What follows belongs to an exercise in optimizing a design on an open flow for small area, a short achievable clock period and few clock cycles per item; a production flow would make more cautious choices.
Function was checked by simulation only, so behaviour that the tests miss may differ from the original.
No activity file was given, so power comes from the tool's default toggle rates.

Design ina3221_rcu, start of the top module:
module ina3221_rcu #(
    parameter [6:0] DEV_ADDR = 7'h40
) (
    input  wire        clk,
    input  wire        rst,
    input  wire        cmd_valid,
    output wire        cmd_ready,
    input  wire [47:0] cmd,
    output wire        rsp_valid,
    input  wire        rsp_ready,
    output wire [79:0] rsp,
    output wire        tr_req_valid,
    output wire        tr_req_write,
    output wire [6:0]  tr_req_dev,
    output wire [7:0]  tr_req_reg,
    output wire [15:0] tr_req_wdata,
    input  wire        tr_ans_valid,
    input  wire        tr_ans_ok,
    input  wire [15:0] tr_ans_rdata,
    input  wire [7:0]  tr_ans_err,
    input  wire        pin_pv,
    input  wire        pin_crit,
    input  wire        pin_warn,
    input  wire        pin_tc,
    input  wire [15:0] shunt_r_mohm,
    output wire        inited_o,
    output wire [15:0] cfg_cache_o
);
Size: roughly 140 flip-flops, roughly 230 I/O pins, roughly 12000 sq um of cells after synthesis.
Settings: LEC_CHECK=0, ABC_AREA=1, CAP_MARGIN=20, CORE_MARGIN=2, CORE_UTILIZATION=40, PLACE_DENSITY=0.6, SETUP_SLACK_MARGIN=5, SLEW_MARGIN=20; clock period 9.0 ns.
standard.sh (not shown) runs the stock make flow with config.mk's settings and CLKGATE_MAP_FILE= SYNTH_SCRIPT=/design/flow/synth_recipe.tcl, a recipe that flattens the netlist after the stock synthesis.
==> flow/flow/run.sh <==
#!/bin/bash
# The standard layout (standard.sh), with every port buffered by the
# platform's smallest buffer (sky130_fd_sc_hd__buf_1) and repair_timing
# aiming for a setup slack of 4.5 ns. The tool output goes to standard.log.
set -euo pipefail
export BUFFER_PORTS_ARGS="-buffer_cell sky130_fd_sc_hd__buf_1"
sed 's/SETUP_SLACK_MARGIN=[0-9.]*/SETUP_SLACK_MARGIN=4.5/' standard.sh > standard_flow.sh
bash standard_flow.sh > standard.log 2>&1
Testbench counts at the start, summed over its fixed seeds: cycles 30,295, ops 3,200.
==> next run, changes <==
==> flow/run.sh (new file) <==
#!/bin/bash
# synth_recipe.tcl (not shown) runs the flow's synth.tcl, then flattens the netlist and writes it again
# the make line also repeats each setting of config.mk as NAME=value (left out here)
make -C /OpenROAD-flow-scripts/flow DESIGN_CONFIG=/design/flow/config.mk WORK_HOME=/design/flow/orfs CLKGATE_MAP_FILE= SYNTH_SCRIPT=/design/flow/synth_recipe.tcl finish
CORE_UTILIZATION = 55   (was 40)
PLACE_DENSITY = 0.7   (was 0.6)
removed: flow/flow/run.sh
removed: flow/standard.sh
After rerunning: The new run went through all stages and came out clean. Final cell count came out lower by 1.9%. Via count came out higher by 9.6%. Design area came out higher by 15%. Utilization came out higher by 27 points.
==> next run, changes <==
CORE_UTILIZATION = 40   (was 55)
PLACE_DENSITY = 0.6   (was 0.7)
TNS_END_PERCENT = 5   (was unset)
=> Clock power grows by about 1%. Routed wire length shrinks by 5.6%. Total power shrinks by 1.4%. Synthesized area stays the same. Worst setup slack gets worse by 0.095 ns. Design area shrinks by 0.72%. Count of clock-buffer cells in the layout shrinks by 1. Cell count grows by 3.9%. Global-route usage shrinks by 12 points. Via count shrinks by 7.1%. Worst hold slack gets better by 0.020 ns.
==> next run, changes <==
CORE_UTILIZATION = 70   (was 40)
PLACE_DENSITY = 0.85   (was 0.6)
TNS_END_PERCENT = unset   (was 5)
The changed run died in 5_1_grt.
Area after synthesis stays the same.
Synthesized cell count stays the same.
==> next run, changes <==
==> flow/flow/run.sh (new file) <==
#!/bin/bash
# The standard layout (standard.sh), with every port buffered by the
# platform's smallest buffer (sky130_fd_sc_hd__buf_1) instead of the delay
# buffer ORFS's buffer_ports picks by default, and gate resizing not held
# to the same cell footprint. The tool output goes to standard.log here.
set -euo pipefail
export BUFFER_PORTS_ARGS="-buffer_cell sky130_fd_sc_hd__buf_1"
sed 's/ SETUP_SLACK_MARGIN=/ MATCH_CELL_FOOTPRINT=0 SETUP_SLACK_MARGIN=/' standard.sh > standard_flow.sh
grep -q MATCH_CELL_FOOTPRINT=0 standard_flow.sh
bash standard_flow.sh > standard.log 2>&1
==> flow/standard.sh (new file) <==
#!/bin/bash
# synth_recipe.tcl (not shown) runs the flow's synth.tcl, then flattens the netlist and writes it again
# the make line also repeats each setting of config.mk as NAME=value (left out here)
make -C /OpenROAD-flow-scripts/flow DESIGN_CONFIG=/design/flow/config.mk WORK_HOME=/design/flow/orfs CLKGATE_MAP_FILE= SYNTH_SCRIPT=/design/flow/synth_recipe.tcl "${@:-finish}"
CORE_UTILIZATION = 40   (was 70)
PLACE_DENSITY = 0.6   (was 0.85)
removed: flow/run.sh
Now the flow passed the timing, DRC and antenna checks.
Area after synthesis stays the same.
Synthesized cell count stays the same.

* * *

== willow ==
Starting RTL as in the previous note.
==> flow/config.mk <==
export PLATFORM = sky130hd
export DESIGN_NAME = ina3221_rcu
export DESIGN_NICKNAME = ina3221_rcu
export VERILOG_FILES = /design/flow/design.v
export SDC_FILE = /design/flow/constraint.sdc
export NUM_CORES = 4
export LEC_CHECK = 0
export ABC_AREA = 1
export CAP_MARGIN = 20
export CORE_MARGIN = 2
export CORE_UTILIZATION = 40
export PLACE_DENSITY = 0.6
export SETUP_SLACK_MARGIN = 5
export SLEW_MARGIN = 20
==> flow/constraint.sdc <==
create_clock -name core_clock -period 9.0 [get_ports {clk}]
set_input_delay 1.8000 -clock core_clock [delete_from_list [all_inputs] [get_ports {clk}]]
set_output_delay 1.8000 -clock core_clock [all_outputs]
set_load 0.01 [all_outputs]
==> flow/flow/run.sh <==
#!/bin/bash
# The standard layout (standard.sh), with every port buffered by the
# platform's smallest buffer (sky130_fd_sc_hd__buf_1) instead of the delay
# buffer ORFS's buffer_ports picks by default. The tool output goes to
# standard.log in this folder.
set -euo pipefail
export BUFFER_PORTS_ARGS="-buffer_cell sky130_fd_sc_hd__buf_1"
bash standard.sh > standard.log 2>&1
Testbench counts of willow, summed over its fixed seeds: cycles 30,295, ops 3,200.
What tundra does differently from willow at the input level:
==> flow/run.sh (new file) <==
#!/bin/bash
# synth_recipe.tcl (not shown) runs the flow's synth.tcl, then flattens the netlist and writes it again
# the make line also repeats each setting of config.mk as NAME=value (left out here)
make -C /OpenROAD-flow-scripts/flow DESIGN_CONFIG=/design/flow/config.mk WORK_HOME=/design/flow/orfs CLKGATE_MAP_FILE= SYNTH_SCRIPT=/design/flow/synth_recipe.tcl finish
removed: flow/flow/run.sh
removed: flow/standard.sh
- Where post-layout minimum cycle time is concerned, willow is better than tundra.
- willow has a higher switching part of the total than tundra.
- Diff willow -> tundra | placed instance area | increase of 0.0013 mm²
- Final-layout clock buffer total was higher in the run labelled tundra.
- From willow to tundra, number of failing hold endpoints at the final stage did not move at all.
- | final cell count without fillers | tundra vs willow | about 1.6% higher |
- Share of power burned in combinational logic ends up lower on willow.
- willow consumes less power than tundra.
- Final cycle utilization of the critical path up 0.20 points in tundra wrt willow
Edits applied to the flow inputs when going from tundra to harbor:
==> flow/flow/run.sh (new file) <==
#!/bin/bash
# The standard layout (standard.sh), with every port buffered by the
# platform's smallest buffer (sky130_fd_sc_hd__buf_1) and repair_timing
# aiming for a setup slack of 5.5 ns. The tool output goes to standard.log.
set -euo pipefail
export BUFFER_PORTS_ARGS="-buffer_cell sky130_fd_sc_hd__buf_1"
sed 's/SETUP_SLACK_MARGIN=[0-9.]*/SETUP_SLACK_MARGIN=5.5/' standard.sh > standard_flow.sh
bash standard_flow.sh > standard.log 2>&1
==> flow/standard.sh (new file) <==
#!/bin/bash
# synth_recipe.tcl (not shown) runs the flow's synth.tcl, then flattens the netlist and writes it again
# the make line also repeats each setting of config.mk as NAME=value (left out here)
make -C /OpenROAD-flow-scripts/flow DESIGN_CONFIG=/design/flow/config.mk WORK_HOME=/design/flow/orfs CLKGATE_MAP_FILE= SYNTH_SCRIPT=/design/flow/synth_recipe.tcl "${@:-finish}"
removed: flow/run.sh
==> summary.txt <==
harbor ended with every stage complete and zero timing, DRC or antenna violations.
harbor vs. tundra: number of non-filler instances in the completed layout went up by about 4%.
Non-clock buffer count was lower in the run labelled tundra.
Diff harbor..tundra | flip-flop and latch count | unchanged
Combinational share of power | harbor above tundra
On layout-stage area growth over the synthesis result: harbor sits above tundra.
tundra -> harbor: final wirelength increased by more than 10%
harbor ended up with a higher total power consumption of the routed design than tundra did.
For violet, these inputs were changed with respect to harbor:
==> flow/flow/run.sh <==
#!/bin/bash
# The standard layout with a tighter repair target: repair_timing aims
# for a setup slack of MARGIN ns at the design's clock period.
set -euo pipefail
MARGIN=6
sed "s/SETUP_SLACK_MARGIN=[0-9.]*/SETUP_SLACK_MARGIN=$MARGIN/" standard.sh > standard_margin.sh
bash standard_margin.sh > standard.log 2>&1
Results
- A standard cell with the maximum stage delay on the critical path of o311ai_2 is what violet shows, while edfxtp_1 belongs to harbor.
- The number of flip-flops and latches on violet is in line with that on harbor.
- In violet the first-pass GRT wire length turned out about 20% higher than in harbor.
- What violet reported for power has to be multiplied by 0.868 to get the figure for harbor.
- Most common cell after layout, fill and taps aside: nand2_1 -> harbor, buf_4 -> violet
- Final routed wire length divided by cell count (violet / harbor): 1.10
- As far as die area goes, violet and harbor are indistinguishable; the numbers are identical.
- Of the two values seen for type of the worst setup path, in -> reg was produced by violet and reg -> reg by harbor.
- Measured against each other, harbor and violet differ in number of antenna violations at the first check in global routing, the lower figure coming from harbor.
- Number of instances resized during post-cts repair: violet vs harbor up 691

==> port drivers added, routing unchanged <==
The flow's constraints put no driver on any port. The routed layouts listed below were extracted and timed again, unchanged, in two steps.
Step 1 (the two cells are an assumption about what drives the block):
set clk [get_ports {clk}]
set_driving_cell -lib_cell sky130_fd_sc_hd__clkbuf_16 $clk
set_driving_cell -lib_cell sky130_fd_sc_hd__buf_2 [delete_from_list [all_inputs] $clk]
Step 2 adds t to the input delays and takes it off the output delays; t is the mean of the earliest and latest rising clock arrival at the registers after step 1. Input paths then give back, and output paths get back, about the clock's delay inside the block.
Three values: no drivers, after step 1, after step 2; two values: the first two.
| run | shift t [ns] | setup slack, ns | clock arrival spread, ns |
|---|---|---|---|
| the first run of note 1 | 0.483 | 4.784 / 4.797 / 4.314 | 0.016 / 0.016 |
| the second run of note 1 | 0.488 | 5.015 / 4.961 / 4.620 | 0.013 / 0.014 |
| the third run of note 1 | 0.486 | 4.920 / 4.953 / 4.466 | 0.015 / 0.015 |
| the fifth run of note 1 | 0.477 | 5.082 / 5.102 / 4.631 | 0.017 / 0.017 |
| willow | 0.477 | 5.044 / 5.076 / 4.599 | 0.017 / 0.017 |
| tundra | 0.483 | 5.026 / 4.989 / 4.572 | 0.015 / 0.015 |
| harbor | 0.498 | 5.318 / 5.318 / 4.878 | 0.017 / 0.017 |
| violet | 0.506 | 5.175 / 5.173 / 4.668 | 0.021 / 0.021 |
After both steps setup and hold are still met in every run listed. The setup slack of violet, which loses most, moves by -0.002 ns with the drivers and by -0.507 ns with both steps.
